From an optimization exercise on the open Yosys and OpenROAD flow, aimed at small area, a short achievable clock period and few clock cycles per item; shortcuts taken in it are not production practice. Where RTL was checked, it was by simulation tests only, not by an equivalence proof against the original. No activity file was given, so power comes from the tool's default toggle rates.

==> flow/design.v <==
module smolbit_capture (
    input  wire        clk,
    input  wire        rst,
    input  wire        start,
    output wire        ready,
    input  wire [17:0] start_pc,
    input  wire [17:0] frame_end,
    output reg         done,
    output reg         fault,
    output wire [17:0] body_end,
    output wire [17:0] next_pc,
    output wire        mem_req,
    output wire [12:0] mem_addr,
    input  wire        mem_rvalid,
    input  wire [31:0] mem_rdata
);
    localparam [1:0] M_INSN = 2'd0, M_DPMH = 2'd1, M_DPML = 2'd2, M_SKIP = 2'd3;
    localparam [14:0] D1 = 15'h0001;    
    reg        busy;
    reg [1:0]  mode;
    reg [18:0] pc;           
    reg [17:0] fend;
    reg [14:0] depth;        
    reg [14:0] dpmn;         
    reg [31:0] we, wo;       
    reg        ve, vo;
    reg        out;          
    reg        orel;         
    reg        ostale;       
    wire [13:0] pw  = pc[18:5];
    wire [4:0]  po  = pc[4:0];
    wire [13:0] pw1 = pw + 14'd1;
    wire [13:0] pw2 = {pw[13:1] + 13'd1, pw[0]};
    wire [5:0]  po3 = {1'b0, po} + 6'd3;
    wire [18:0] np3 = {po3[5] ? pw1 : pw, po3[4:0]};
    assign ready    = ~busy;
    assign body_end = pc[17:0];
    assign next_pc  = np3[17:0];
    wire [31:0] wcur = pw[0] ? wo : we;
    wire [31:0] wnxt = pw[0] ? we : wo;
    wire        vcur = pw[0] ? vo : ve;
    wire        vnxt = pw[0] ? ve : vo;
    wire [38:0] win = {wcur, wnxt[31:25]} << po;
    wire [7:0]  b   = win[38:31];
    reg [5:0]  len;
    reg        opener, closer;
    reg [1:0]  nmode;
    always @(*) begin
        len = 6'd3; opener = 1'b0; closer = 1'b0; nmode = M_INSN;
        case (mode)
        M_DPMH: begin len = 6'd8; nmode = M_DPML; end
        M_DPML: begin len = 6'd8; nmode = M_SKIP; end
        default:
            case (b[7:5])
            3'd0: ;
            3'd1: len = 6'd10;
            3'd2: len = 6'd6;
            3'd3: len = (b[4:2] == 3'd5) ? 6'd20 + {1'b0, b[1:0], 3'b000} : 6'd14;
            3'd4: len = (b[4:3] == 2'd3) ? 6'd13 : 6'd9;
            3'd5:
                case (b[4:2])
                3'd0, 3'd6: begin len = 6'd16; opener = 1'b1; end
                3'd1, 3'd2: begin len = 6'd10; opener = 1'b1; end
                3'd3, 3'd4: len = 6'd10;
                3'd5: begin len = b[1] ? 6'd15 : 6'd19; opener = 1'b1; end
                default: begin len = 6'd6; nmode = M_DPMH; end
                endcase
            3'd6: closer = 1'b1;
            default: len = b[4] ? 6'd9 : 6'd5;
            endcase
        endcase
    end
    wire        skip  = mode == M_SKIP;
    wire        past  = pc[18] || pc[17:0] > fend;
    wire        fits3 = !np3[18] && np3[17:0] <= fend;
    wire        dv    = busy && !skip && !past && vcur && (vnxt || po <= 5'd24);
    wire        fin   = closer && depth == D1 && fits3;
    wire [6:0]  osum  = {2'b00, po} + {1'b0, len};
    wire [13:0] pwn   = osum[6] ? pw2 : osum[5] ? pw1 : pw;
    wire [18:0] pskip = pc + {4'd0, dpmn, 3'b000};
    wire [8:0]  osk   = {4'd0, po} + {1'b0, dpmn[4:0], 3'b000};
    wire        mv    = dv || skip;
    wire        m0    = skip ? dpmn[14:5] == 10'd0 && osk[8:5] == 4'd0 : osum[6:5] == 2'd0;
    wire        m1    = skip ? dpmn[14:5] == 10'd0 && osk[8:5] == 4'd1 : osum[6:5] == 2'd1;
    wire        arr   = mem_rvalid && out && !ostale;
    wire        aslot = pw[0] ^ orel;         
    wire        pend0 = out && !ostale && !orel && !mem_rvalid;
    wire        pend1 = out && !ostale &&  orel && !mem_rvalid;
    wire        want0 = !vcur && !(arr && !orel) && !pend0;
    wire        want1 = !vnxt && !(arr &&  orel) && !pend1;
    wire        rslot = !want0;
    assign mem_req  = busy && (want0 || want1) && (!out || mem_rvalid);
    assign mem_addr = rslot ? pw1[12:0] : pw[12:0];
    always @(posedge clk) begin
        done <= 1'b0;
        if (arr && !aslot) we <= mem_rdata;
        if (arr &&  aslot) wo <= mem_rdata;
        if (rst) begin
            busy <= 1'b0;
            out  <= 1'b0;
            ve   <= 1'b0;
            vo   <= 1'b0;
        end else if (!busy) begin
            if (mem_rvalid) out <= 1'b0;
            if (start) begin
                busy   <= 1'b1;
                mode   <= M_INSN;
                pc     <= {1'b0, start_pc};
                fend   <= frame_end;
                depth  <= D1;
                ve     <= 1'b0;
                vo     <= 1'b0;
                ostale <= 1'b1;
            end
        end else begin
            if (mv && !m0) begin
                if (!m1 || !pw[0]) ve <= 1'b0; else if (arr && !aslot) ve <= 1'b1;
                if (!m1 ||  pw[0]) vo <= 1'b0; else if (arr &&  aslot) vo <= 1'b1;
            end else begin
                if (arr && !aslot) ve <= 1'b1;
                if (arr &&  aslot) vo <= 1'b1;
            end
            if (mem_req) begin
                out    <= 1'b1;
                orel   <= rslot && (!mv || m0);
                ostale <= mv && !m0 && !(m1 && rslot);
            end else if (mem_rvalid) begin
                out    <= 1'b0;
            end else if (mv && !m0) begin
                orel   <= 1'b0;
                ostale <= ostale || !(m1 && orel);
            end
            if (past) begin
                busy  <= 1'b0;
                done  <= 1'b1;
                fault <= 1'b1;
            end
            if (skip) begin
                pc   <= pskip;
                mode <= M_INSN;
            end
            if (dv) begin
                mode <= nmode;
                if (mode == M_DPMH) dpmn[14:8] <= b[6:0];
                if (mode == M_DPML) dpmn[7:0]  <= b;
                if (opener) depth <= {depth[13:0], depth[14] ^ depth[13]};
                if (closer) depth <= {depth[0] ^ depth[14], depth[14:1]};
                if (fin) begin
                    busy  <= 1'b0;
                    done  <= 1'b1;
                    fault <= 1'b0;
                end else begin
                    pc <= {pwn, osum[4:0]};
                    if (mode == M_DPMH && b[7]) pc[18] <= 1'b1;
                end
            end
        end
    end
endmodule
==> flow/config.mk <==
export PLATFORM = sky130hd
export DESIGN_NAME = smolbit_capture
export DESIGN_NICKNAME = smolbit_capture
export VERILOG_FILES = /design/flow/design.v
export SDC_FILE = /design/flow/constraint.sdc
export NUM_CORES = 4
export LEC_CHECK = 0
export CAP_MARGIN = 20
export CORE_MARGIN = 2
export CORE_UTILIZATION = 40
export SLEW_MARGIN = 20
==> flow/constraint.sdc <==
create_clock -name core_clock -period 7.0 [get_ports {clk}]
set_input_delay 1.4000 -clock core_clock [delete_from_list [all_inputs] [get_ports {clk}]]
set_output_delay 1.4000 -clock core_clock [all_outputs]
set_load 0.01 [all_outputs]
run.sh (not shown) runs the stock make flow with config.mk's settings and CLKGATE_MAP_FILE= SYNTH_SCRIPT=/design/flow/synth_recipe.tcl, a recipe that flattens the netlist after the stock synthesis.
Rerun with:
--- a/flow/design.v
+++ b/flow/design.v
@@ -32,5 +32,5 @@
     wire [13:0] pw1 = pw + 14'd1;
     wire [13:0] pw2 = {pw[13:1] + 13'd1, pw[0]};
-    wire [5:0]  po3 = {1'b0, po} + 6'd3;
+    wire [5:0]  po3 = {1'b0, po} + 7'd3;
     wire [18:0] np3 = {po3[5] ? pw1 : pw, po3[4:0]};
     assign ready    = ~busy;
@@ -43,29 +43,31 @@
     wire [38:0] win = {wcur, wnxt[31:25]} << po;
     wire [7:0]  b   = win[38:31];
-    reg [5:0]  len;
+    reg [6:0]  len;
     reg        opener, closer;
     reg [1:0]  nmode;
     always @(*) begin
-        len = 6'd3; opener = 1'b0; closer = 1'b0; nmode = M_INSN;
+        len = 7'd3; opener = 1'b0; closer = 1'b0; nmode = M_INSN;
         case (mode)
-        M_DPMH: begin len = 6'd8; nmode = M_DPML; end
-        M_DPML: begin len = 6'd8; nmode = M_SKIP; end
+        M_DPMH: begin len = 7'd8; nmode = M_DPML; end
+        M_DPML:
+            if (dpmn[14:8] == 7'd0 && b[7:3] == 5'd0) len = 7'd8 + {1'b0, b[2:0], 3'b000};
+            else begin len = 7'd8; nmode = M_SKIP; end
         default:
             case (b[7:5])
             3'd0: ;
-            3'd1: len = 6'd10;
-            3'd2: len = 6'd6;
-            3'd3: len = (b[4:2] == 3'd5) ? 6'd20 + {1'b0, b[1:0], 3'b000} : 6'd14;
-            3'd4: len = (b[4:3] == 2'd3) ? 6'd13 : 6'd9;
+            3'd1: len = 7'd10;
+            3'd2: len = 7'd6;
+            3'd3: len = (b[4:2] == 3'd5) ? 7'd20 + {2'b00, b[1:0], 3'b000} : 7'd14;
+            3'd4: len = (b[4:3] == 2'd3) ? 7'd13 : 7'd9;
             3'd5:
                 case (b[4:2])
-                3'd0, 3'd6: begin len = 6'd16; opener = 1'b1; end
-                3'd1, 3'd2: begin len = 6'd10; opener = 1'b1; end
-                3'd3, 3'd4: len = 6'd10;
-                3'd5: begin len = b[1] ? 6'd15 : 6'd19; opener = 1'b1; end
-                default: begin len = 6'd6; nmode = M_DPMH; end
+                3'd0, 3'd6: begin len = 7'd16; opener = 1'b1; end
+                3'd1, 3'd2: begin len = 7'd10; opener = 1'b1; end
+                3'd3, 3'd4: len = 7'd10;
+                3'd5: begin len = b[1] ? 7'd15 : 7'd19; opener = 1'b1; end
+                default: begin len = 7'd6; nmode = M_DPMH; end
                 endcase
             3'd6: closer = 1'b1;
-            default: len = b[4] ? 6'd9 : 6'd5;
+            default: len = b[4] ? 7'd9 : 7'd5;
             endcase
         endcase
@@ -76,5 +78,5 @@
     wire        dv    = busy && !skip && !past && vcur && (vnxt || po <= 5'd24);
     wire        fin   = closer && depth == D1 && fits3;
-    wire [6:0]  osum  = {2'b00, po} + {1'b0, len};
+    wire [6:0]  osum  = {2'b00, po} + len;
     wire [13:0] pwn   = osum[6] ? pw2 : osum[5] ? pw1 : pw;
     wire [18:0] pskip = pc + {4'd0, dpmn, 3'b000};
@@ -90,6 +92,6 @@
     wire        want1 = !vnxt && !(arr &&  orel) && !pend1;
     wire        rslot = !want0;
-    assign mem_req  = busy && (want0 || want1) && (!out || mem_rvalid);
-    assign mem_addr = rslot ? pw1[12:0] : pw[12:0];
+    assign mem_req  = (busy ? want0 || want1 : start) && (!out || mem_rvalid);
+    assign mem_addr = !busy ? start_pc[17:5] : rslot ? pw1[12:0] : pw[12:0];
     always @(posedge clk) begin
         done <= 1'b0;
@@ -104,4 +106,6 @@
             if (mem_rvalid) out <= 1'b0;
             if (start) begin
+                if (mem_req) out <= 1'b1;
+                orel   <= 1'b0;
                 busy   <= 1'b1;
                 mode   <= M_INSN;
@@ -111,5 +115,5 @@
                 ve     <= 1'b0;
                 vo     <= 1'b0;
-                ostale <= 1'b1;
+                ostale <= !mem_req;
             end
         end else begin
After rerunning: Worst setup slack gets worse by 0.48 ns. Combinational power grows by 17%. Flip-flop and latch count stays the same. Global-route usage is higher by 0.93 points. Design area rises by 7.7%. Register-to-register slack got worse by 0.48 ns. Synthesized cell count went up by 9.3%. Critical path depth went up by 2. Total power goes up by 4.7%. Utilization shrinks by 0.63 points.
No functional check of the RTL was part of any run of this note.

* * *

== north ==
smolbit_capture, a different RTL version from the one above (not shown whole).
Size in the first run: ~130 I/O pins.
export LEC_CHECK = 0
export CAP_MARGIN = 20
export CORE_MARGIN = 2
export CORE_UTILIZATION = 50
export SETUP_SLACK_MARGIN = 2.0
export SLEW_MARGIN = 20
create_clock -name core_clock -period 7.0 [get_ports {clk}]
Testbench counts of north, summed over its fixed seeds: cycles 42,876, captures 480.
Modified inputs, south compared to north
--- a/flow/design.v
+++ b/flow/design.v
@@ -150,18 +150,18 @@
                     3'd2: begin len = 7'd11; c1 = cross1(ge, 11); end
                     default: ;
                     endcase
                 end
             endcase
         endcase
     end
     wire        skip  = mode == M_SKIP;
-    wire        past  = pc[18] || pc[17:0] > fend;
     wire        fits3 = !np3[18] && np3[17:0] <= fend;
+    wire        past  = !fits3;
     wire        dv    = busy && !skip && !xw && vcur && (vnxt || po <= 5'd24);
     wire        fin   = mode == M_INSN && a_end && dz1;
     wire [4:0]  pon   = po + len[4:0];
     wire [18:0] pskip = pc + {4'd0, dpmn, 3'b000};
     wire        mv    = dv || skip || xw;
     wire        m0    = !skip && !xw && !c1;
     wire        m1    = !skip && (xw || c1);
     wire        arr   = mem_rvalid && out && !ostale;
### Flow results
The final standard cell count with taps included and fillers excluded on north is in line with that on south. Compared with north, south has less setup slack. Fmax (lower): south. Relative to north, final cycle utilization of the critical path has increased by 2.4 points in south. Via count of the first global-routing pass (lower): south. Going from north to south, the final period demand of the worst path was found to have gone up by 0.17 ns. Relative area change from synthesis to final layout ends up higher on south. Looking at area after synthesis, south sits about 1.1% below north. The higher synthesized cell count came out of north. Relative to north, synthesized-area fraction occupied by ao, oa, aoi and oai cells has increased by 0.80 points in south. Largest net degree at the start of global routing, north and south: larger value in north.
Testbench counts of south, summed over its fixed seeds: cycles 42,876, captures 480.

* * *

smolbit_capture again, from the RTL that the note above started with.
export LEC_CHECK = 0
export CAP_MARGIN = 20
export CORE_MARGIN = 2
export CORE_UTILIZATION = 40
export SETUP_SLACK_MARGIN = 2.0
export SLEW_MARGIN = 20
create_clock -name core_clock -period 7.0 [get_ports {clk}]
Testbench counts at the start, summed over its fixed seeds: cycles 42,876, captures 480.
Change:
--- a/flow/design.v
+++ b/flow/design.v
@@ -146,26 +146,26 @@
                         if (!(b_end && dz1)) begin
                             len = 7'd8; c1 = cross1(ge, 8); ncl = {1'b0, b_end};
                         end
                     3'd1: begin len = 7'd15; c1 = cross1(ge, 15); end
                     3'd2: begin len = 7'd11; c1 = cross1(ge, 11); end
                     default: ;
                     endcase
                 end
             endcase
         endcase
     end
     wire        skip  = mode == M_SKIP;
-    wire        past  = pc[18] || pc[17:0] > fend;
     wire        fits3 = !np3[18] && np3[17:0] <= fend;
+    wire        past  = !fits3;
     wire        dv    = busy && !skip && !xw && vcur && (vnxt || po <= 5'd24);
     wire        fin   = mode == M_INSN && a_end && dz1;
     wire [4:0]  pon   = po + len[4:0];
     wire [18:0] pskip = pc + {4'd0, dpmn, 3'b000};
     wire        mv    = dv || skip || xw;
     wire        m0    = !skip && !xw && !c1;
     wire        m1    = !skip && (xw || c1);
     wire        arr   = mem_rvalid && out && !ostale;
     wire        aslot = pw[0] ^ orel;         
     wire        want0 = !vcur && !(out && !ostale && !orel);
     wire        want1 = !vnxt && !(out && !ostale &&  orel);
     wire        rslot = !want0;
Synthesized cell count is lower by 1.3%.
Power fell by 2.7%.
Worst setup slack improved by 180 ps.
Final area falls by 3.7%.
First-iteration DRC count falls by 16%.
Non-clock buffer count decreases by 11.
Wire length shrinks by 4.3%.
Clock power drops by about 2%.
Core utilization decreases by 1.6 points.
Area after synthesis went down by 1.1%.
Global-route usage falls by 0.67 points.
Final cell count decreases by about 3.6%.
Die area is lower by 1.1%.
Sequential power barely changes.
Testbench counts after the change, summed over its fixed seeds: cycles 42,876, captures 480.

* * *

Another version of the RTL of smolbit_capture (not shown whole).
For scale: roughly 1100 cells after synthesis, about 140 flip-flops.
Settings: LEC_CHECK=0, CAP_MARGIN=20, CORE_MARGIN=2, CORE_UTILIZATION=40, SETUP_SLACK_MARGIN=2.5, SLEW_MARGIN=20; clock period 7.0 ns.
Testbench counts at the start, summed over its fixed seeds: cycles 49,102, captures 480.
Change:
--- a/flow/design.v
+++ b/flow/design.v
@@ -116,20 +116,19 @@
     end
     wire        skip  = mode == M_SKIP;
     wire        past  = pc[18] || pc[17:0] > fend;
     wire        fits3 = !np3[18] && np3[17:0] <= fend;
     wire        dv    = busy && !skip && !xw && vcur && (vnxt || po <= 5'd24);
     wire        fin   = closer && depth == D1;
     wire [4:0]  pon   = po + len[4:0];
     wire [18:0] pskip = pc + {4'd0, dpmn, 3'b000};
-    wire [8:0]  osk   = {4'd0, po} + {1'b0, dpmn[4:0], 3'b000};
     wire        mv    = dv || skip || xw;
-    wire        m0    = skip ? dpmn[14:5] == 10'd0 && osk[8:5] == 4'd0 : !xw && !c1;
-    wire        m1    = skip ? dpmn[14:5] == 10'd0 && osk[8:5] == 4'd1 : xw || c1;
+    wire        m0    = !skip && !xw && !c1;
+    wire        m1    = !skip && (xw || c1);
     wire        arr   = mem_rvalid && out && !ostale;
     wire        aslot = pw[0] ^ orel;         
     wire        want0 = !vcur && !(out && !ostale && !orel);
     wire        want1 = !vnxt && !(out && !ostale &&  orel);
     wire        rslot = !want0;
     assign mem_req  = (busy ? want0 || want1 : start) && (!out || mem_rvalid);
     assign mem_addr = !busy ? start_pc[17:5] : rslot ? pw1[12:0] : pw[12:0];
     always @(posedge clk) begin
Global-route usage is about the same; synthesized cell count is about the same; critical path depth went down by 3; cell count went up by about 1.1%; die area hardly moves.
Only the layout flow was run in the second run of this note; the RTL was not checked for function there.

[port drivers added, routing unchanged]
Ports are ideal in the flow. The routed layouts listed here were re-timed in OpenROAD.
Step 1: set_driving_cell puts a clkbuf_16 on clk and a buf_2 on each other input, an assumption about the parent block.
Step 2 moves the port delays by t, midway between the first and last clock arrival at a register: inputs arrive t later, outputs are due t later. That takes back most of the time a late clock gives input paths.
a / b / c = ideal ports / drivers / drivers and shift; a / b = the first two.
run	t (ns)	setup WS [ns]	hold WS [ns]	clock arrival spread, ns
the first run of note 1	0.467	0.984 / 0.984 / 0.984	0.529 / 0.529 / 0.529	0.011 / 0.012
the second run of note 1	0.479	0.506 / 0.506 / 0.506	0.541 / 0.541 / 0.541	0.016 / 0.015
north	0.473	2.055 / 2.055 / 2.055	0.501 / 0.501 / 0.501	0.009 / 0.009
south	0.474	1.886 / 1.886 / 1.886	0.502 / 0.502 / 0.502	0.011 / 0.011
the first run of note 3	0.477	1.924 / 1.924 / 1.924	0.510 / 0.510 / 0.510	0.019 / 0.019
the second run of note 3	0.489	2.102 / 2.049 / 2.106	0.516 / 0.516 / 0.516	0.015 / 0.016
the first run of note 4	0.482	2.456 / 2.454 / 2.456	0.479 / 0.479 / 0.479	0.016 / 0.016
the second run of note 4	0.478	2.358 / 2.358 / 2.358	0.502 / 0.502 / 0.502	0.010 / 0.011
After both steps every run listed still meets setup and hold.
